This is an optimization exercise on Yosys and OpenROAD, whose aim is small area, a short achievable clock period and few clock cycles, not a production implementation.
Where RTL was checked, it was by simulation tests only, not by an equivalence proof against the original.
No functional check of the RTL was part of runs 1 and 3 to 5.

==> flow/design.v (outline; a module is shown in full before it is edited, if it fits) <==
// module als_div: 776 lines
// module als_codec: 121 lines
// module als_core: 1894 lines
module als_core (
    input  wire        clk,
    input  wire        rst,           
    input  wire        cmd_valid,
    input  wire [31:0] cmd_cw,
    input  wire [31:0] cmd_opd,
    output reg         busy,
    output reg         rsp_valid,
    output reg  [2:0]  rsp_status,
    output wire [31:0] rsp_result
);
  // ...
==> flow/run.sh <==
#!/bin/bash
# synth_recipe.tcl (not shown) runs the flow's synth.tcl, then flattens the netlist and writes it again
# the make line also repeats each setting of config.mk as NAME=value (left out here)
make -C /OpenROAD-flow-scripts/flow DESIGN_CONFIG=/design/flow/config.mk WORK_HOME=/design/flow/orfs CLKGATE_MAP_FILE= SYNTH_SCRIPT=/design/flow/synth_recipe.tcl finish
==> flow/config.mk <==
export PLATFORM = sky130hd
export DESIGN_NAME = als_core
export DESIGN_NICKNAME = als_core
export VERILOG_FILES = /design/flow/design.v
export SDC_FILE = /design/flow/constraint.sdc
export NUM_CORES = 4
export LEC_CHECK = 0
export ABC_AREA = 1
export CAP_MARGIN = 20
export CORE_MARGIN = 2
export CORE_UTILIZATION = 40
export SETUP_SLACK_MARGIN = 3
export SLEW_MARGIN = 20
==> flow/constraint.sdc <==
create_clock -name core_clock -period 10.0 [get_ports {clk}]
set_input_delay 2.0000 -clock core_clock [delete_from_list [all_inputs] [get_ports {clk}]]
set_output_delay 2.0000 -clock core_clock [all_outputs]
set_load 0.01 [all_outputs]
==> results.yml, run 1 <==
finish:
  postLayoutCellArea_um2: 35500
  nClkBuffers: 9
  largestRegisters: "acc (43), res_val (31), lux_l (17)"
  multi_input_area_share: 0.747
global_routing:
  grt-ovfl-total: 0
  grt.total_usage: 0.331
  met2_usage: 0.522
logic_synthesis:
  synthCells: 4645
  syn_area_um2: 32600
  synth-edff-count: 0
  synth-seq-area-share: 0.0650
  synth.area.mux_share: 0.00556
  post-synth-top-area-cell: "fa_1"
clock_network:
  clock_path_buffers: 2
  clk_pin_slew_ps: 100
  cts-resized-gates: 2
sta:
  setup_ws_ps: 3070
  finalSetupViolCount: 0
  finalHoldViolCount: 0
  setup_tns_ps: 0
  fin_crit_ps: 6930
  worstMarginPinSlew_ps: 1170
detailed_routing:
  dr.first_iter.drc_count: 3499
  totalWireLength_um: 140000
  first_pass_iters: 6
  wl_met3_um: 14000
hold_path:
  hold_start: "acc[9]$_SDFFE_PP0P_"
placed_design:
  dpl.hpwl_um: 105000
  gp_congestion: 1.02
critical_path:
  slowest_stage: "xor2_1"
  worstPathRequired_ps: 10320
  arrival_ps: 7250
  crit_type: "input port to flop"
outcome:
  status: "complete, no violations"
==> inputs of run 2 (changes only) <==
--- a/flow/design.v
+++ b/flow/design.v
@@ -973,60 +973,60 @@
     als_codec u_codec (
         .op     (op[1:0]),
         .fid    (sel[2:0]),
         .opd    (cmd_opd),
         .status (codec_status),
         .result (codec_result)
     );
     reg [2:0]  imm_status;
-    reg [31:0] imm_value;
+    reg [24:0] imm_value;    
     reg        imm_shift;
     reg        imm_b16;      
     reg        need_poly;
     always @(*) begin
         imm_status = ST_OK;
-        imm_value  = 32'd0;
+        imm_value  = 25'd0;
         imm_shift  = 1'b0;
         imm_b16    = 1'b0;
         need_poly  = 1'b0;
         if (illegal) begin
             imm_status = ST_ILLEGAL;
         end else if (op == 4'd3) begin
             if (!it_ok) imm_status = ST_UNSUP;
             else begin
                 need_poly = lbig;
-                imm_value = {2'd0, zr};
+                imm_value = {1'b0, zr[28:5]};
                 imm_shift = 1'b1;
                 imm_b16   = 1'b1;
             end
         end else if (op == 4'd4) begin
             if (lux_oor) imm_status = ST_RANGE;
             else if (!it_ok) imm_status = ST_UNSUP;
             else if (qbig) imm_status = ST_RANGE;
             else begin
-                imm_value = {1'b0, zl};
+                imm_value = zl[29:5];
                 imm_shift = 1'b1;
             end
         end else begin
             imm_status = codec_status;
-            imm_value  = codec_result;
+            imm_value  = {9'd0, codec_result[15:0]};
         end
     end
-    wire [4:0] imm_sh = (op == 4'd3) ? (5'd20 - {1'b0, kshift}) : (5'd5 + {1'b0, kshift});
-    reg  [31:0] res_val;
+    wire [3:0] imm_sh = (op == 4'd3) ? (4'd15 - kshift) : kshift;
+    reg  [24:0] res_val;
     reg         res_shift;
     reg         res_b16;
-    reg  [4:0]  res_sh;
+    reg  [3:0]  res_sh;
     reg         res_acc;     
     reg  signed [42:0] acc;
-    wire [31:0] res_shifted = res_val >> res_sh;
+    wire [24:0] res_shifted = res_val >> res_sh;
     assign rsp_result = res_acc   ? {5'd0, acc[40:14]} :
                         res_shift ? {15'd0, res_shifted[16] & res_b16, res_shifted[15:0]} :
-                                    res_val;
+                                    {16'd0, res_val[15:0]};
     reg  [1:0]         pstep;
     reg  [16:0] lux_l;
     wire [19:0] lbe = {2'b00, lux_l, 1'b0};
     reg  [8:0]  bone;
     reg  [8:0]  btwo;
     reg  [7:0]  bneg;
     integer i;
     always @(*) begin
@@ -2751,20 +2751,20 @@
     wire [46:0] ma_s = {ma_p0[46] ^ ma_g6_45, ma_p0[45] ^ ma_g6_44, ma_p0[44] ^ ma_g6_43, ma_p0[43] ^ ma_g6_42, ma_p0[42] ^ ma_g6_41, ma_p0[41] ^ ma_g6_40, ma_p0[40] ^ ma_g6_39, ma_p0[39] ^ ma_g6_38, ma_p0[38] ^ ma_g6_37, ma_p0[37] ^ ma_g6_36, ma_p0[36] ^ ma_g6_35, ma_p0[35] ^ ma_g6_34, ma_p0[34] ^ ma_g6_33, ma_p0[33] ^ ma_g6_32, ma_p0[32] ^ ma_g5_31, ma_p0[31] ^ ma_g5_30, ma_p0[30] ^ ma_g5_29, ma_p0[29] ^ ma_g5_28, ma_p0[28] ^ ma_g5_27, ma_p0[27] ^ ma_g5_26, ma_p0[26] ^ ma_g5_25, ma_p0[25] ^ ma_g5_24, ma_p0[24] ^ ma_g5_23, ma_p0[23] ^ ma_g5_22, ma_p0[22] ^ ma_g5_21, ma_p0[21] ^ ma_g5_20, ma_p0[20] ^ ma_g5_19, ma_p0[19] ^ ma_g5_18, ma_p0[18] ^ ma_g5_17, ma_p0[17] ^ ma_g5_16, ma_p0[16] ^ ma_g4_15, ma_p0[15] ^ ma_g4_14, ma_p0[14] ^ ma_g4_13, ma_p0[13] ^ ma_g4_12, ma_p0[12] ^ ma_g4_11, ma_p0[11] ^ ma_g4_10, ma_p0[10] ^ ma_g4_9, ma_p0[9] ^ ma_g4_8, ma_p0[8] ^ ma_g3_7, ma_p0[7] ^ ma_g3_6, ma_p0[6] ^ ma_g3_5, ma_p0[5] ^ ma_g3_4, ma_p0[4] ^ ma_g2_3, ma_p0[3] ^ ma_g2_2, ma_p0[2] ^ ma_g1_1, ma_p0[1] ^ ma_g0[0], ma_p0[0]};
     wire [59:0] psum = {ma_s, 13'd0};
     wire signed [42:0] acc_next = psum[59:17];
     always @(posedge clk) begin
         if (rst) begin
             busy       <= 1'b0;
             rsp_valid  <= 1'b0;
             rsp_status <= ST_OK;
-            res_val    <= 32'd0;
+            res_val    <= 25'd0;
             res_shift  <= 1'b0;
             res_b16    <= 1'b0;
-            res_sh     <= 5'd0;
+            res_sh     <= 4'd0;
             res_acc    <= 1'b0;
             lux_l      <= 17'd0;
             acc        <= 43'sd0;
             pstep      <= 2'd0;
         end else if (busy) begin
             pstep <= pstep + 2'd1;
             acc   <= acc_next;
             if (pstep == 2'd3) begin
==> run 2 against run 1 <==
  * Still clean on timing, DRC and antenna
  * First-iteration DRC count is 7.5% lower
  * Sequential share of layout area is 0.28 points lower
  * Wire length is 6.0% lower
  * Flip-flop and latch count is 7 lower
  * Clock skew is 7.1 ps lower
  * Area after synthesis is 1.3% lower
  * Via count is 3.5% lower
  * Core utilization is 0.54 points lower
  * Final cell count is 1.3% lower
  * Clock-buffer cell count is 2 higher
  * Critical endpoint is now lux_l[4]$_SDFFE_PP0N_
==> results.yml, run 2 <==
detailed_routing:
  vias: 33058
  via_per_inst: 5.85
  totalWireLength_um: 132000
  ant_nets: 0
  post-route-drc-count: 0
  first_pass_iters: 6
  wl_per_cell_um: 23.4
  dr.first_iter.drc_count: 3236
critical_path:
  path_delay_family: "adder cells"
  slowest_stage: "xnor2_1"
  cp_cell_sequence: "clkdlybuf4s50_1, buf_4, inv_1, ha_1, fa_1, fa_1, ha_1, nand2_1, inv_1, a21oi_1, nand2_1, nand2_1, nand3_1, xnor2_1, inv_1, nand2_1, o21ai_0, nor2_1, nand4_1, nand2_1, nand2_1"
  path_buf_inv: 5
  end_kind: "flop"
  crit_top_cell: "nand2_1"
  cp_slowest_stage_delay_ps: 590
  ff2ff_setup_slack_ps: 3320
  startpoint_type: "input port"
  crit_fanout: 13
  crit_type: "input port to flop"
  worstPathRequired_ps: 10290
  arrival_ps: 7080
clock_network:
  clk_pin_slew_ps: 70
  insertion_delay_ps: 400
  clock-root-buffer: "clkbuf_16"
  clock_path_buffers: 2
  h-tree-depth: 3
  cts_tree: "yes"
  numClockSinks: 99
  ctsHoldBuffers: 0
  cts_inserted_buffers: 9
logic_synthesis:
  async_reset_ff_frac: 0
  post-synth-top-area-cell: "fa_1"
  synth-seq-area-share: 0.0615
  synth-main-ff-cell: "dfxtp_1"
  syn_avg_cell_area_um2: 7.02
  syn_area_um2: 32200
  synth_top_cell_area_share: 0.256
  yosys_warnings: 3
  synth_cell_types: 65
  netlist_top_cells_count: "825 x inv_1, 746 x nand2_1, 411 x fa_1"
  ys_top_cells_by_area: "fa_1 26%, inv_1 9.6%, nand2_1 8.7%"
  synth-edff-count: 0
  synthCells: 4590
  synth.ff_latch_count: 99
  synth.most_common_cell: "inv_1"
global_routing:
  grt_pass1_wl_um: 202000
  grt-ovfl-total: 0
  grt_pass1_vias: 32988
  grt.total_usage: 0.319
  grt_max_degree: 49
  antenna_found_initial: 0
hold_path:
  holdCritPathClass: "flop to flop"
finish:
  largestRegisters: "acc (43), res_val (25), lux_l (17)"
  max_flop_register: "acc"
  syn2layout_area_growth_pct: 8.08
  drive_gt1_frac: 0.0547
  nNetsFinal: 5264
  largest_reg_flops: 43
  final_common_cell: "inv_1"
  mostFrequentLayoutCells: "814 x inv_1, 746 x nand2_1, 411 x fa_1"
  stdcell_count: 5648
  postLayoutCoreUtil: 0.434
placed_design:
  dpl.hpwl_um: 99900
  io_buffers: 98
  dp.cells: 5615
  gp_congestion: 1.02
  preCtsSetupSlack_ps: 2130
sta:
  finalSetupViolCount: 0
  setup_tns_ps: 0
  fin_crit_ps: 6780
  worstMarginPinSlew_ps: 1120
  timing.fmax_ghz: 0.147
  drv_slew: 0
  grt_setup_unrepaired: "no"
  finalHoldViolCount: 0
  setup_ws_ps: 3220
  relSlewSlack: 0.248
  min_period_over_period: 0.678
  skew_ps: 14.6
outcome:
  status: "complete, no violations"
floorplanning:
  rows: 104
  core_area_um2: 80200
  die_w_um: 288
  start_util: 0.402
  io_pins: 104
  dieArea_um2: 82800
  die_h_um: 288
job:
  drv_cap: 0
## run 2: cell count changes in the layout (fill, tap and decap cells not counted), moves of 7 or more
cell,previous run,this run
inv_2,16,24
nor3_1,46,36
buf_4,117,91
a21o_1,17,26
mux2i_1,17,10
clkdlybuf4s50_1,100,93
xor2_1,328,318
o211ai_1,51,38
nand2_1,700,746
nand2_2,7,16
o21ai_0,265,221
dfxtp_1,105,98
o22ai_1,375,359
a21oi_1,238,216
## run 2: path summary, 6_finish.rpt
path,from,end,cells past startpoint
worst max-delay path,cmd_opd[7],lux_l[4]$_SDFFE_PP0N_,21
worst min register to register,rsp_status[0]$_SDFFE_PP0P_,rsp_status[0]$_SDFFE_PP0P_,2
worst min-delay path,rsp_status[0]$_SDFFE_PP0P_,rsp_status[0]$_SDFFE_PP0P_,2
worst max register to register,lux_l[3]$_SDFFE_PP0N_,acc[26]$_SDFFE_PP0P_,23
## run 2: timing repair
item / CTS / global route
endpoints found under the setup margin: 33 / 51
hold endpoints to repair: 0 / 0
gates cloned: 0 / 0
gates resized for setup: 5 / 28
buffers inserted: 3 / 13
## run 2: cell families (layout without fill, tap and decap cells)
family / after synthesis / in the layout / synth area share
compound gates: 1036 / 1036 / 0.192
flops: 99 / 99 / 0.0615
other cells: 1 / 6 / 0.000116
simple gates: 1391 / 1391 / 0.186
fa+ha+maj: 615 / 615 / 0.335
mux: 11 / 11 / 0.00346
xor+xnor: 329 / 329 / 0.0897
buf+inv: 1108 / 1101 / 0.132
## run 2: layer usage
metal,global-route usage,wire length [um],part of all wire
met1,0.420,54400,0.41
met2,0.505,58600,0.44
met3,0.0687,12800,0.097
met4,0.138,6220,0.047
met5,0.00581,62,0.00047
## run 2: area by class of cell
class / count / area, um2
well taps: 1060 / 1330
flip-flops and latches: 99 / 1990
repair buffers: 192 / 1700
multi-input cells: 3387 / 26100
diodes: 1 / 2.50
inverters: 893 / 3400
clock buffers: 11 / 243
clock inverters: 5 / 52.6
fillers: 8504 / 45400
## run 2: worst reg2reg max path: cells and delay by family, from the launching register on
| family | cells | cell delay, ps |
|---|---|---|
| flops | 1 | 360 |
| fa+ha+maj | 7 | 2810 |
| compound gates | 7 | 1470 |
| xor+xnor | 1 | 260 |
| simple gates | 3 | 930 |
| buf+inv | 5 | 790 |
## run 2: stage by stage
step,cell area [um2],hold WS (ps)
detailed placement,34300,456
global route,34800,493
finish,34800,465
CTS,34600,469
floorplan,32200,437
global placement,34300,449
Testbench counts of run 2, summed over its fixed seeds: cycles 8,288.
==> module als_codec, before the edit <==
module als_codec (
    input  wire [1:0]  op,        
    input  wire [2:0]  fid,
    input  wire [31:0] opd,
    output reg  [2:0]  status,
    output reg  [31:0] result
);
    localparam [2:0] ST_OK    = 3'd0;
    localparam [2:0] ST_INVAL = 3'd1;
    localparam [2:0] ST_UNKN  = 3'd2;
    reg [3:0]  sh;
    reg [15:0] wm;
    always @(*) begin
        case (fid)
            3'd0: begin sh = 4'd11; wm = 16'h0003; end
            3'd1: begin sh = 4'd6;  wm = 16'h000F; end
            3'd2: begin sh = 4'd4;  wm = 16'h0003; end
            3'd3: begin sh = 4'd1;  wm = 16'h0001; end
            3'd4: begin sh = 4'd0;  wm = 16'h0001; end
            3'd5: begin sh = 4'd0;  wm = 16'h0001; end
            3'd6: begin sh = 4'd1;  wm = 16'h0003; end
            default: begin sh = 4'd14; wm = 16'h0003; end
        endcase
    end
    reg        enc_ok;
    reg [3:0]  enc_code;
    always @(*) begin
        enc_ok   = 1'b1;
        enc_code = 4'd0;
        case (fid)
            3'd0: case (opd)
                      32'd8:  enc_code = 4'd0;
                      32'd16: enc_code = 4'd1;
                      32'd1:  enc_code = 4'd2;
                      32'd2:  enc_code = 4'd3;
                      default: enc_ok = 1'b0;
                  endcase
            3'd1: case (opd)
                      32'd100: enc_code = 4'd0;
                      32'd200: enc_code = 4'd1;
                      32'd400: enc_code = 4'd2;
                      32'd800: enc_code = 4'd3;
                      32'd50:  enc_code = 4'd8;
                      32'd25:  enc_code = 4'd12;
                      default: enc_ok = 1'b0;
                  endcase
            3'd2: case (opd)
                      32'd1: enc_code = 4'd0;
                      32'd2: enc_code = 4'd1;
                      32'd4: enc_code = 4'd2;
                      32'd8: enc_code = 4'd3;
                      default: enc_ok = 1'b0;
                  endcase
            3'd3, 3'd4, 3'd5: case (opd)
                      32'd0: enc_code = 4'd0;
                      32'd1: enc_code = 4'd1;
                      default: enc_ok = 1'b0;
                  endcase
            3'd6: case (opd)
                      32'd1: enc_code = 4'd0;
                      32'd2: enc_code = 4'd1;
                      32'd3: enc_code = 4'd2;
                      32'd4: enc_code = 4'd3;
                      default: enc_ok = 1'b0;
                  endcase
            default: case (opd)
                      32'd0: enc_code = 4'd0;
                      32'd1: enc_code = 4'd1;
                      32'd2: enc_code = 4'd2;
                      default: enc_ok = 1'b0;
                  endcase
        endcase
    end
    wire [15:0] code = (opd[15:0] >> sh) & wm;
    reg         dec_ok;
    reg [9:0]   dec_val;
    always @(*) begin
        dec_ok  = 1'b1;
        dec_val = 10'd0;
        case (fid)
            3'd0: case (code[1:0])
                      2'd0: dec_val = 10'd8;
                      2'd1: dec_val = 10'd16;
                      2'd2: dec_val = 10'd1;
                      default: dec_val = 10'd2;
                  endcase
            3'd1: case (code[3:0])
                      4'd0:  dec_val = 10'd100;
                      4'd1:  dec_val = 10'd200;
                      4'd2:  dec_val = 10'd400;
                      4'd3:  dec_val = 10'd800;
                      4'd8:  dec_val = 10'd50;
                      4'd12: dec_val = 10'd25;
                      default: dec_ok = 1'b0;
                  endcase
            3'd2: case (code[1:0])
                      2'd0: dec_val = 10'd1;
                      2'd1: dec_val = 10'd2;
                      2'd2: dec_val = 10'd4;
                      default: dec_val = 10'd8;
                  endcase
            3'd3, 3'd4, 3'd5: dec_val = {9'd0, code[0]};
            3'd6: dec_val = {8'd0, code[1:0]} + 10'd1;
            default: begin
                if (code[1:0] == 2'd3) dec_ok = 1'b0;
                else dec_val = {8'd0, code[1:0]};
            end
        endcase
    end
    wire        app_ok  = opd[31:16] <= wm;
    wire [15:0] app_val = (opd[15:0] & ~(wm << sh)) | (opd[31:16] << sh);
    always @(*) begin
        status = ST_OK;
        result = 32'd0;
        case (op)
            2'd0: if (enc_ok) result = {28'd0, enc_code}; else status = ST_INVAL;
            2'd1: if (dec_ok) result = {22'd0, dec_val};  else status = ST_UNKN;
            default: if (app_ok) result = {16'd0, app_val}; else status = ST_INVAL;
        endcase
    end
endmodule
==> inputs of run 3 (changes only) <==
--- a/flow/design.v
+++ b/flow/design.v
@@ -786,67 +786,80 @@
     localparam [2:0] ST_UNKN  = 3'd2;
     reg [3:0]  sh;
-    reg [15:0] wm;
+    reg [3:0]  wm;
     always @(*) begin
         case (fid)
-            3'd0: begin sh = 4'd11; wm = 16'h0003; end
-            3'd1: begin sh = 4'd6;  wm = 16'h000F; end
-            3'd2: begin sh = 4'd4;  wm = 16'h0003; end
-            3'd3: begin sh = 4'd1;  wm = 16'h0001; end
-            3'd4: begin sh = 4'd0;  wm = 16'h0001; end
-            3'd5: begin sh = 4'd0;  wm = 16'h0001; end
-            3'd6: begin sh = 4'd1;  wm = 16'h0003; end
-            default: begin sh = 4'd14; wm = 16'h0003; end
+            3'd0: begin sh = 4'd11; wm = 4'h3; end
+            3'd1: begin sh = 4'd6;  wm = 4'hF; end
+            3'd2: begin sh = 4'd4;  wm = 4'h3; end
+            3'd3: begin sh = 4'd1;  wm = 4'h1; end
+            3'd4: begin sh = 4'd0;  wm = 4'h1; end
+            3'd5: begin sh = 4'd0;  wm = 4'h1; end
+            3'd6: begin sh = 4'd1;  wm = 4'h3; end
+            default: begin sh = 4'd14; wm = 4'h3; end
         endcase
     end
+    wire       hi0 = (opd[31:10] == 22'd0);
+    wire [9:0] v   = opd[9:0];
     reg        enc_ok;
     reg [3:0]  enc_code;
     always @(*) begin
-        enc_ok   = 1'b1;
+        enc_ok   = hi0;
         enc_code = 4'd0;
         case (fid)
-            3'd0: case (opd)
-                      32'd8:  enc_code = 4'd0;
-                      32'd16: enc_code = 4'd1;
-                      32'd1:  enc_code = 4'd2;
-                      32'd2:  enc_code = 4'd3;
+            3'd0: case (v)
+                      10'd8:  enc_code = 4'd0;
+                      10'd16: enc_code = 4'd1;
+                      10'd1:  enc_code = 4'd2;
+                      10'd2:  enc_code = 4'd3;
                       default: enc_ok = 1'b0;
                   endcase
-            3'd1: case (opd)
-                      32'd100: enc_code = 4'd0;
-                      32'd200: enc_code = 4'd1;
-                      32'd400: enc_code = 4'd2;
-                      32'd800: enc_code = 4'd3;
-                      32'd50:  enc_code = 4'd8;
-                      32'd25:  enc_code = 4'd12;
+            3'd1: case (v)
+                      10'd100: enc_code = 4'd0;
+                      10'd200: enc_code = 4'd1;
+                      10'd400: enc_code = 4'd2;
+                      10'd800: enc_code = 4'd3;
+                      10'd50:  enc_code = 4'd8;
+                      10'd25:  enc_code = 4'd12;
                       default: enc_ok = 1'b0;
                   endcase
-            3'd2: case (opd)
-                      32'd1: enc_code = 4'd0;
-                      32'd2: enc_code = 4'd1;
-                      32'd4: enc_code = 4'd2;
-                      32'd8: enc_code = 4'd3;
+            3'd2: case (v)
+                      10'd1: enc_code = 4'd0;
+                      10'd2: enc_code = 4'd1;
+                      10'd4: enc_code = 4'd2;
+                      10'd8: enc_code = 4'd3;
                       default: enc_ok = 1'b0;
                   endcase
-            3'd3, 3'd4, 3'd5: case (opd)
-                      32'd0: enc_code = 4'd0;
-                      32'd1: enc_code = 4'd1;
+            3'd3, 3'd4, 3'd5: case (v)
+                      10'd0: enc_code = 4'd0;
+                      10'd1: enc_code = 4'd1;
                       default: enc_ok = 1'b0;
                   endcase
-            3'd6: case (opd)
-                      32'd1: enc_code = 4'd0;
-                      32'd2: enc_code = 4'd1;
-                      32'd3: enc_code = 4'd2;
-                      32'd4: enc_code = 4'd3;
+            3'd6: case (v)
+                      10'd1: enc_code = 4'd0;
+                      10'd2: enc_code = 4'd1;
+                      10'd3: enc_code = 4'd2;
+                      10'd4: enc_code = 4'd3;
                       default: enc_ok = 1'b0;
                   endcase
-            default: case (opd)
-                      32'd0: enc_code = 4'd0;
-                      32'd1: enc_code = 4'd1;
-                      32'd2: enc_code = 4'd2;
+            default: case (v)
+                      10'd0: enc_code = 4'd0;
+                      10'd1: enc_code = 4'd1;
+                      10'd2: enc_code = 4'd2;
                       default: enc_ok = 1'b0;
                   endcase
         endcase
     end
-    wire [15:0] code = (opd[15:0] >> sh) & wm;
+    reg [3:0] code;
+    always @(*) begin
+        case (fid)
+            3'd0: code = {2'd0, opd[12:11]};
+            3'd1: code = opd[9:6];
+            3'd2: code = {2'd0, opd[5:4]};
+            3'd3: code = {3'd0, opd[1]};
+            3'd4, 3'd5: code = {3'd0, opd[0]};
+            3'd6: code = {2'd0, opd[2:1]};
+            default: code = {2'd0, opd[15:14]};
+        endcase
+    end
     reg         dec_ok;
     reg [9:0]   dec_val;
@@ -884,6 +897,6 @@
         endcase
     end
-    wire        app_ok  = opd[31:16] <= wm;
-    wire [15:0] app_val = (opd[15:0] & ~(wm << sh)) | (opd[31:16] << sh);
+    wire        app_ok  = (opd[31:20] == 12'd0) && (opd[19:16] <= wm);
+    wire [15:0] app_val = (opd[15:0] & ~({12'd0, wm} << sh)) | ({12'd0, opd[19:16]} << sh);
     always @(*) begin
         status = ST_OK;
==> run 3 against run 2 <==
  * Design area is 1.6% higher
  * Wire length is 5.1% higher
  * Non-clock buffer count rose by 1
  * First-iteration DRC count decreased by 11%
  * Sequential share of layout area down 0.091 points
  * Via count increased by 1.2%
  * Flip-flop and latch count stayed put
  * Clock skew up 9.8 ps
  * Worst setup slack worse by 26 ps
==> results.yml, run 3 <==
job:
  drv_cap: 0
logic_synthesis:
  syn_area_um2: 32700
  netlist_top_cells_count: "1,011 x nand2_1, 919 x inv_1, 411 x fa_1"
  ys_top_cells_by_area: "fa_1 25%, nand2_1 12%, inv_1 11%"
  synth_top_cell_area_share: 0.252
  synth-main-ff-cell: "dfxtp_1"
  synth_cell_types: 55
  synth.most_common_cell: "nand2_1"
  yosys_warnings: 3
  synthCells: 4885
  synth-edff-count: 0
  syn_avg_cell_area_um2: 6.69
  synth.ff_latch_count: 99
  post-synth-top-area-cell: "fa_1"
  async_reset_ff_frac: 0
  synth-seq-area-share: 0.0607
sta:
  worstMarginPinSlew_ps: 1210
  drv_slew: 0
  fin_crit_ps: 6810
  relSlewSlack: 0.189
  worst_hold_slack_ps: 471
  setup_tns_ps: 0
  setup_ws_ps: 3190
  min_period_over_period: 0.681
  grt_setup_unrepaired: "no"
  timing.fmax_ghz: 0.147
  skew_ps: 24.4
  finalHoldViolCount: 0
  finalSetupViolCount: 0
critical_path:
  path_buf_inv: 6
  crit_top_cell: "fa_1"
  path_delay_family: "adder cells"
  startpoint_type: "flop"
  end_kind: "flop"
  worstPathRequired_ps: 10300
  cp_slowest_stage_delay_ps: 550
  arrival_ps: 7110
  crit_fanout: 33
  cp_cell_sequence: "buf_4, ha_1, inv_1, buf_4, o22ai_1, xor2_1, fa_1, fa_1, inv_1, fa_1, fa_1, inv_1, fa_1, ha_1, a21oi_1, o21ai_0, a21oi_1, nand2_1, a21boi_0, or2_2, nand3_1, o211ai_1, inv_1"
  crit_type: "flop to flop"
  slowest_stage: "dfxtp_4"
global_routing:
  antenna_found_initial: 1
  grt.total_usage: 0.327
  grt-ovfl-total: 0
  grt_max_degree: 50
  grt_pass1_wl_um: 210000
  grt_pass1_vias: 34651
placed_design:
  gp_congestion: 1.01
  io_buffers: 98
  preCtsSetupSlack_ps: 2220
  dpl.hpwl_um: 107000
  dpl_cell_area_um2: 34800
detailed_routing:
  wl_met2_um: 66300
  vias: 33465
  first_pass_iters: 8
  via_per_inst: 5.62
  top_layer_used: "met4"
  wl_per_cell_um: 23.3
  dr.first_iter.drc_count: 2871
  wl_met1_um: 52500
  ant_nets: 0
  wl_met3_um: 10100
  totalWireLength_um: 139000
  post-route-drc-count: 0
clock_network:
  cts_tree: "yes"
  cts_inserted_buffers: 9
  clock-root-buffer: "clkbuf_16"
  clk_pin_slew_ps: 80
  h-tree-depth: 3
  insertion_delay_ps: 420
  numClockSinks: 99
  clock_path_buffers: 2
  ctsHoldBuffers: 0
finish:
  largestRegisters: "acc (43), res_val (25), lux_l (17)"
  nNetsFinal: 5573
  postLayoutCellArea_um2: 35400
  largest_reg_flops: 43
  drive_gt1_frac: 0.0382
  mostFrequentLayoutCells: "1,010 x nand2_1, 914 x inv_1, 411 x fa_1"
  syn2layout_area_growth_pct: 8.22
  final_common_cell: "nand2_1"
  max_flop_register: "acc"
outcome:
  status: "complete, no violations"
floorplanning:
  start_util: 0.405
  rows: 104
  core_area_um2: 80700
  die_w_um: 290
  dieArea_um2: 84000
  die_h_um: 290
  io_pins: 104
hold_path:
  holdCritPathClass: "flop to flop"
[run 3: final timing paths]
kind         slack [ps]                  start              endpoint  cells after the start
max                3190  lux_l[1]$_SDFFE_PP0N_  acc[18]$_SDFFE_PP0P_                     23
min                 470    acc[4]$_SDFFE_PP0P_   acc[4]$_SDFFE_PP0P_                      2
max reg2reg        3190  lux_l[1]$_SDFFE_PP0N_  acc[18]$_SDFFE_PP0P_                     23
min reg2reg         470    acc[4]$_SDFFE_PP0P_   acc[4]$_SDFFE_PP0P_                      2
[run 3: worst register-to-register path: stages, from the launching register on]
cell      delay [ps]
dfxtp_4          550
buf_4            390
ha_1             300
inv_1             50
buf_4            400
o22ai_1          160
xor2_1           200
fa_1             550
fa_1             550
inv_1             70
fa_1             380
fa_1             520
inv_1             50
fa_1             450
ha_1             350
a21oi_1          310
o21ai_0          260
a21oi_1          260
nand2_1          190
a21boi_0         310
or2_2            170
nand3_1           60
o211ai_1         120
inv_1             60
[run 3: cell type report]
type / count / area (um2)
flip-flops and latches: 99 / 1990
repair buffers: 193 / 1720
clock inverters: 7 / 91.3
diodes: 2 / 5.00
multi-input cells: 3614 / 26300
inverters: 974 / 3680
fillers: 8657 / 45300
well taps: 1060 / 1330
clock buffers: 9 / 225
[run 3: kinds of logic (layout without fill, tap and decap cells)]
| family | after synthesis | in the layout | synth area share |
|---|---|---|---|
| flip-flops | 99 | 99 | 0.0607 |
| AO/OA/AOI/OAI | 891 | 891 | 0.158 |
| AND/OR/NAND/NOR | 1770 | 1770 | 0.225 |
| adder cells (fa/ha/maj) | 615 | 615 | 0.330 |
| other | 1 | 7 | 0.000115 |
| buffers and inverters | 1176 | 1183 | 0.137 |
| multiplexers | 10 | 10 | 0.00310 |
| XOR/XNOR | 323 | 323 | 0.0866 |
[run 3: timing repair]
action / CTS / global route
setup endpoints to repair: 33 / 41
buffers inserted: 3 / 22
resized for setup: 5 / 9
[run 3: per-stage QoR]
stage                     std cells   util
after global placement         5915  0.431
after floorplan                4889      -
after detailed placement       5915  0.431
after CTS                      5934  0.436
final                          5958  0.438
after global routing           5956  0.438
[run 3: per-layer routing]
layer | vias to the layer above | global-route usage
li1 | 15511 | -
met1 | 15855 | 0.378
met2 | 1638 | 0.563
met3 | 461 | 0.0518
met4 | 0 | 0.216
met5 | - | 0
==> inputs of run 4 (changes only) <==
--- a/flow/config.mk
+++ b/flow/config.mk
@@ -10,4 +10,4 @@
 export CORE_MARGIN = 2
 export CORE_UTILIZATION = 40
-export SETUP_SLACK_MARGIN = 3
+export SETUP_SLACK_MARGIN = 3.5
 export SLEW_MARGIN = 20
==> run 4 against run 3 <==
  * Still clean
  * Core utilization grew 0.36 points
  * Register-to-register slack better by 440 ps
  * Largest cell class unchanged
  * Highest routed layer unchanged
==> results.yml, run 4 <==
sta:
  finalHoldViolCount: 0
  relSlewSlack: 0.194
  skew_ps: 24.0
  timing.fmax_ghz: 0.157
  setup_ws_ps: 3630
  setup_tns_ps: 0
  fin_crit_ps: 6370
  drv_slew: 0
  grt_setup_unrepaired: "no"
  finalSetupViolCount: 0
  worstMarginPinSlew_ps: 1210
  min_period_over_period: 0.637
hold_path:
  holdPathStages: 2
  hold_end: "acc[29]$_SDFFE_PP0P_"
  hold_start: "acc[29]$_SDFFE_PP0P_"
  holdCritPathClass: "flop to flop"
clock_network:
  cts_tree: "yes"
  clock-root-buffer: "clkbuf_16"
  ctsHoldBuffers: 0
  h-tree-depth: 3
  numClockSinks: 99
  clock_path_buffers: 2
  cts_inserted_buffers: 9
  insertion_delay_ps: 420
  clk_pin_slew_ps: 100
detailed_routing:
  wl_per_cell_um: 23.3
  dr.first_iter.drc_count: 2805
  post-route-drc-count: 0
  vias: 33629
  ant_nets: 0
  totalWireLength_um: 139000
  first_pass_iters: 6
  via_per_inst: 5.63
job:
  drv_cap: 0
logic_synthesis:
  async_reset_ff_frac: 0
  synth_top_cell_area_share: 0.252
  syn_area_um2: 32700
  synth.most_common_cell: "nand2_1"
  post-synth-top-area-cell: "fa_1"
  netlist_top_cells_count: "1,011 x nand2_1, 919 x inv_1, 411 x fa_1"
  synth-edff-count: 0
  synth_cell_types: 55
  synth-seq-area-share: 0.0607
  synthCells: 4885
  ys_top_cells_by_area: "fa_1 25%, nand2_1 12%, inv_1 11%"
  synth.ff_latch_count: 99
  synth-main-ff-cell: "dfxtp_1"
  syn_avg_cell_area_um2: 6.69
  yosys_warnings: 3
global_routing:
  grt_max_degree: 50
  grt_pass1_wl_um: 211000
  grt.total_usage: 0.328
  grt_pass1_vias: 34692
  grt-ovfl-total: 0
  antenna_found_initial: 0
critical_path:
  arrival_ps: 6690
  cp_cell_sequence: "buf_6, ha_1, inv_1, buf_6, o22ai_1, xor2_1, fa_1, inv_1, fa_1, fa_1, fa_1, inv_1, fa_1, ha_1, a21oi_1, o21ai_0, a21oi_1, nor2_1, o21bai_1, nand3_1, nand2_1, nand3_1, nand2_1, inv_1"
  worstPathRequired_ps: 10320
  ff2ff_setup_slack_ps: 3630
  startpoint: "lux_l[1]$_SDFFE_PP0N_"
  cp_slowest_stage_delay_ps: 540
  ff2ff_path_depth: 24
  path_buf_inv: 6
  crit_top_cell: "fa_1"
  end_kind: "flop"
  crit_type: "flop to flop"
  worstReg2RegStart: "lux_l[1]$_SDFFE_PP0N_"
  startpoint_type: "flop"
  reg2reg_to: "acc[39]$_SDFFE_PP0P_"
  slowest_stage: "fa_1"
  path_delay_family: "adder cells"
  crit_fanout: 33
placed_design:
  io_buffers: 98
  preCtsSetupSlack_ps: 2220
  gp_congestion: 1.01
  dpl.hpwl_um: 107000
  dpl_cell_area_um2: 34800
floorplanning:
  dieArea_um2: 84000
  start_util: 0.405
  die_w_um: 290
  rows: 104
  die_h_um: 290
  io_pins: 104
  core_area_um2: 80700
finish:
  largest_reg_flops: 43
  max_flop_register: "acc"
  syn2layout_area_growth_pct: 9.11
  drive_gt1_frac: 0.0484
  mostFrequentLayoutCells: "1,007 x nand2_1, 909 x inv_1, 410 x fa_1"
  postLayoutCoreUtil: 0.442
  nNetsFinal: 5592
  largestRegisters: "acc (43), res_val (25), lux_l (17)"
  postLayoutCellArea_um2: 35700
  final_common_cell: "nand2_1"
outcome:
  status: "complete, no violations"
run 4: cell counts after synthesis:
No cell type changed its count.
run 4: cells by family after synthesis:
kind of cell / after synthesis / synth area share
AO/OA/AOI/OAI: 891 / 0.158
XOR/XNOR: 323 / 0.0866
adder cells (fa/ha/maj): 615 / 0.330
buffers and inverters: 1176 / 0.137
flip-flops: 99 / 0.0607
multiplexers: 10 / 0.00310
other: 1 / 0.000115
AND/OR/NAND/NOR: 1770 / 0.225
run 4: stage by stage:
stage                     hold WS [ps]  instances
after floorplan                    427       4889
after global placement             446       5915
after detailed placement           456       5915
after CTS                          471       5948
after global routing               489       5975
final                              471       5976
run 4: repair_timing:
item | in CTS | in global routing
pin swaps | 0 | 1
gates resized for setup | 26 | 50
endpoints found under the setup margin | 80 | 67
setup buffers | 17 | 27
run 4: layer usage:
metal / part of all wire / up-vias / GRT usage
met5: 0 / - / 0
met4: 0.076 / 0 / 0.220
met3: 0.071 / 469 / 0.0489
met2: 0.47 / 1658 / 0.562
met1: 0.38 / 15940 / 0.381
li1: - / 15562 / -
run 4: worst max-delay path by stage:
stage / endpoint / slack (ps) / cells past startpoint
final: acc[39]$_SDFFE_PP0P_ / 3630 / 24
after global routing: acc[22]$_SDFFE_PP0P_ / 3500 / 24
after CTS: acc[25]$_SDFFE_PP0P_ / 3500 / 25
after detailed placement: res_val[13]$_SDFFE_PP0P_ / 2220 / 18
after global placement: res_val[13]$_SDFFE_PP0P_ / 2360 / 18
after floorplan: res_val[7]$_SDFFE_PP0P_ / 4210 / 16
run 4: final cells by class:
class | count | area [um2]
inverters | 974 | 3730
repair buffers | 212 | 1910
well taps | 1060 | 1330
flip-flops and latches | 99 | 1990
clock inverters | 7 | 91.3
multi-input cells | 3614 | 26400
fillers | 8611 | 45000
diodes | 1 | 2.50
clock buffers | 9 | 225
run 4: worst min-delay path, cell delays in order (launching register included):
cell	delay, ps
dfxtp_1	320
nand2_1	60
a21oi_1	50
==> inputs of run 5 (changes only) <==
--- a/flow/config.mk
+++ b/flow/config.mk
@@ -10,4 +10,4 @@
 export CORE_MARGIN = 2
 export CORE_UTILIZATION = 40
-export SETUP_SLACK_MARGIN = 3.5
+export SETUP_SLACK_MARGIN = 4.0
 export SLEW_MARGIN = 20
==> run 5 against run 4 <==
  * Synthesized cell count stayed put
  * Final cell count grew 0.59%
  * Design area increased by 4.0%
  * Highest routed layer unchanged
  * Clock-buffer cell count unchanged
  * Sequential share of layout area is 0.22 points lower
==> results.yml, run 5 <==
logic_synthesis:
  async_reset_ff_frac: 0
  synth.ff_latch_count: 99
  yosys_warnings: 3
  ys_top_cells_by_area: "fa_1 25%, nand2_1 12%, inv_1 11%"
  syn_avg_cell_area_um2: 6.69
  synth.most_common_cell: "nand2_1"
  synthCells: 4885
  post-synth-top-area-cell: "fa_1"
  netlist_top_cells_count: "1,011 x nand2_1, 919 x inv_1, 411 x fa_1"
  synth_top_cell_area_share: 0.252
  synth_cell_types: 55
  synth-seq-area-share: 0.0607
  synth-main-ff-cell: "dfxtp_1"
  syn_area_um2: 32700
  synth-edff-count: 0
critical_path:
  startpoint: "lux_l[1]$_SDFFE_PP0N_"
  path_buf_inv: 6
  worstReg2RegStart: "lux_l[1]$_SDFFE_PP0N_"
  cp_slowest_stage_delay_ps: 570
  slowest_stage: "fa_1"
  crit_top_cell: "fa_1"
  path_delay_family: "adder cells"
  arrival_ps: 6220
  crit_type: "flop to flop"
  cp_cell_sequence: "buf_12, ha_1, inv_2, buf_12, o22ai_1, xor2_1, fa_1, inv_1, fa_1, fa_1, fa_1, inv_1, fa_1, ha_4, a21oi_2, o21ai_0, a21oi_2, nor2_1, o21bai_1, nand3_1, nand2_1, nand3_1, nand2_1, inv_1"
  ff2ff_path_depth: 24
  worstPathRequired_ps: 10320
  ff2ff_setup_slack_ps: 4100
  crit_fanout: 17
  end_kind: "flop"
  reg2reg_to: "acc[39]$_SDFFE_PP0P_"
  startpoint_type: "flop"
clock_network:
  h-tree-depth: 3
  cts_tree: "yes"
  insertion_delay_ps: 420
  ctsHoldBuffers: 0
  numClockSinks: 99
  clock_path_buffers: 2
  clock-root-buffer: "clkbuf_16"
  cts_inserted_buffers: 9
  clk_pin_slew_ps: 100
sta:
  min_period_over_period: 0.590
  setup_tns_ps: 0
  timing.fmax_ghz: 0.169
  skew_ps: 25.8
  finalSetupViolCount: 0
  fin_crit_ps: 5900
  worst_hold_slack_ps: 472
  finalHoldViolCount: 0
  relSlewSlack: 0.324
  grt_setup_unrepaired: "yes"
  worstMarginPinSlew_ps: 1010
  drv_slew: 0
hold_path:
  hold_start: "acc[3]$_SDFFE_PP0P_"
  holdCritPathClass: "flop to flop"
  holdPathStages: 2
  hold_end: "acc[3]$_SDFFE_PP0P_"
finish:
  largest_reg_flops: 43
  mostFrequentLayoutCells: "977 x nand2_1, 898 x inv_1, 408 x fa_1"
  final_common_cell: "nand2_1"
  postLayoutCellArea_um2: 37100
  drive_gt1_frac: 0.0957
  fillers: 8525
  syn2layout_area_growth_pct: 13.5
  n_antenna_cell: 0
  nNetsFinal: 5628
  multiInputGateArea_um2: 27300
  largestRegisters: "acc (43), res_val (25), lux_l (17)"
  max_flop_register: "acc"
  final-seq-area_um2: 1990
  postLayoutCoreUtil: 0.460
floorplanning:
  die_h_um: 290
  rows: 104
  die_w_um: 290
  start_util: 0.405
  io_pins: 104
  dieArea_um2: 84000
  core_area_um2: 80700
detailed_routing:
  dr.first_iter.drc_count: 2931
  totalWireLength_um: 142000
  first_pass_iters: 7
  wl_per_cell_um: 23.6
  post-route-drc-count: 0
  vias: 34105
  ant_nets: 0
  via_per_inst: 5.67
job:
  drv_cap: 0
outcome:
  status: "complete, no violations"
global_routing:
  grt.total_usage: 0.331
  grt_pass1_vias: 34827
  grt_max_degree: 50
  antenna_found_initial: 0
  grt-ovfl-total: 0
  grt_pass1_wl_um: 212000
placed_design:
  io_buffers: 98
  dpl.hpwl_um: 107000
  gp_congestion: 1.01
  dpl_cell_area_um2: 34800
run 5: cell counts after synthesis:
No cell type changed its count.
run 5: cell families after synthesis:
kind of cell             synth area share
flip-flops                         0.0607
AO/OA/AOI/OAI                       0.158
AND/OR/NAND/NOR                     0.225
multiplexers                      0.00310
buffers and inverters               0.137
adder cells (fa/ha/maj)             0.330
XOR/XNOR                           0.0866
other                            0.000115
run 5: layout make-up:
type,instances,share of cell area
clock buffer,9,0.00607
clock inverter,7,0.00246
tap,1060,0.0358
timing repair buffer,248,0.0645
multi-input combinational,3614,0.736
inverter,974,0.102
sequential,99,0.0536
run 5: metal layers:
| metal | routed length [um] | share of wire | global-route usage |
|---|---|---|---|
| met1 | 52800 | 0.37 | 0.383 |
| met3 | 10800 | 0.076 | 0.0541 |
| met2 | 67400 | 0.48 | 0.566 |
| met5 | 0 | 0 | 0 |
| met4 | 10600 | 0.075 | 0.222 |
run 5: metrics by stage:
step / worst slack (ps) / std cells
3_3_place_gp: 2360 / 5915
3_5_place_dp: 2220 / 5915
6_report: 4100 / 6011
5_1_grt: 3960 / 6011
2_1_floorplan: 4210 / 4889
4_1_cts: 3970 / 5975
run 5: worst max-delay path by stage:
stage	end	slack, ps	cells after the start
after global routing	lux_l[9]$_SDFFE_PP0N_	3960	24
after detailed placement	res_val[13]$_SDFFE_PP0P_	2220	18
final	acc[39]$_SDFFE_PP0P_	4100	24
after CTS	res_val[13]$_SDFFE_PP0P_	3970	19
after global placement	res_val[13]$_SDFFE_PP0P_	2360	18
after floorplan	res_val[7]$_SDFFE_PP0P_	4210	16
run 5: what timing repair did:
item / in CTS / in global routing
pin swaps: 3 / 31
buffers inserted: 44 / 35
resized for setup: 136 / 267
endpoints found under the setup margin: 82 / 81
hold endpoints to repair: 0 / 0
gates cloned: 0 / 1
run 5: tightest hold or removal path, delay by kind of cell (launching register included):
family	cells	cell delay, ps
flip-flops	1	320
AND/OR/NAND/NOR	1	60
AO/OA/AOI/OAI	1	50

-- separate check: timing with driven ports --
In the flow no input, the clock included, has a driving cell. The finished layouts below were timed again as built, in two steps.
Step 1 (the two cells are an assumption about what drives the block):
set clk [get_ports {clk}]
set_driving_cell -lib_cell sky130_fd_sc_hd__clkbuf_16 $clk
set_driving_cell -lib_cell sky130_fd_sc_hd__buf_2 [delete_from_list [all_inputs] $clk]
Step 2 adds t to the input delays and takes it off the output delays; t is the mean of the earliest and latest rising clock arrival at the registers after step 1. Input paths then give back, and output paths get back, about the clock's delay inside the block.
a / b / c = ideal ports / drivers / drivers and shift; a / b = the first two.
| run | t, ns | slack for setup (ns) | hold slack, ns | latest minus earliest clock arrival (ns) |
|---|---|---|---|---|
| run 1 | 0.452 | 3.070 / 3.106 / 2.654 | 0.472 / 0.472 / 0.472 | 0.031 / 0.031 |
| run 2 | 0.461 | 3.218 / 3.257 / 2.797 | 0.465 / 0.465 / 0.465 | 0.014 / 0.015 |
| run 3 | 0.478 | 3.193 / 3.193 / 2.815 | 0.471 / 0.471 / 0.471 | 0.025 / 0.024 |
| run 4 | 0.475 | 3.633 / 3.633 / 3.256 | 0.471 / 0.471 / 0.471 | 0.024 / 0.024 |
| run 5 | 0.478 | 4.097 / 4.097 / 3.720 | 0.472 / 0.472 / 0.472 | 0.026 / 0.026 |
After both steps setup and hold are still met in every run listed. The setup slack of run 2, which loses most, moves by +0.039 ns with the drivers and by -0.421 ns with both steps.
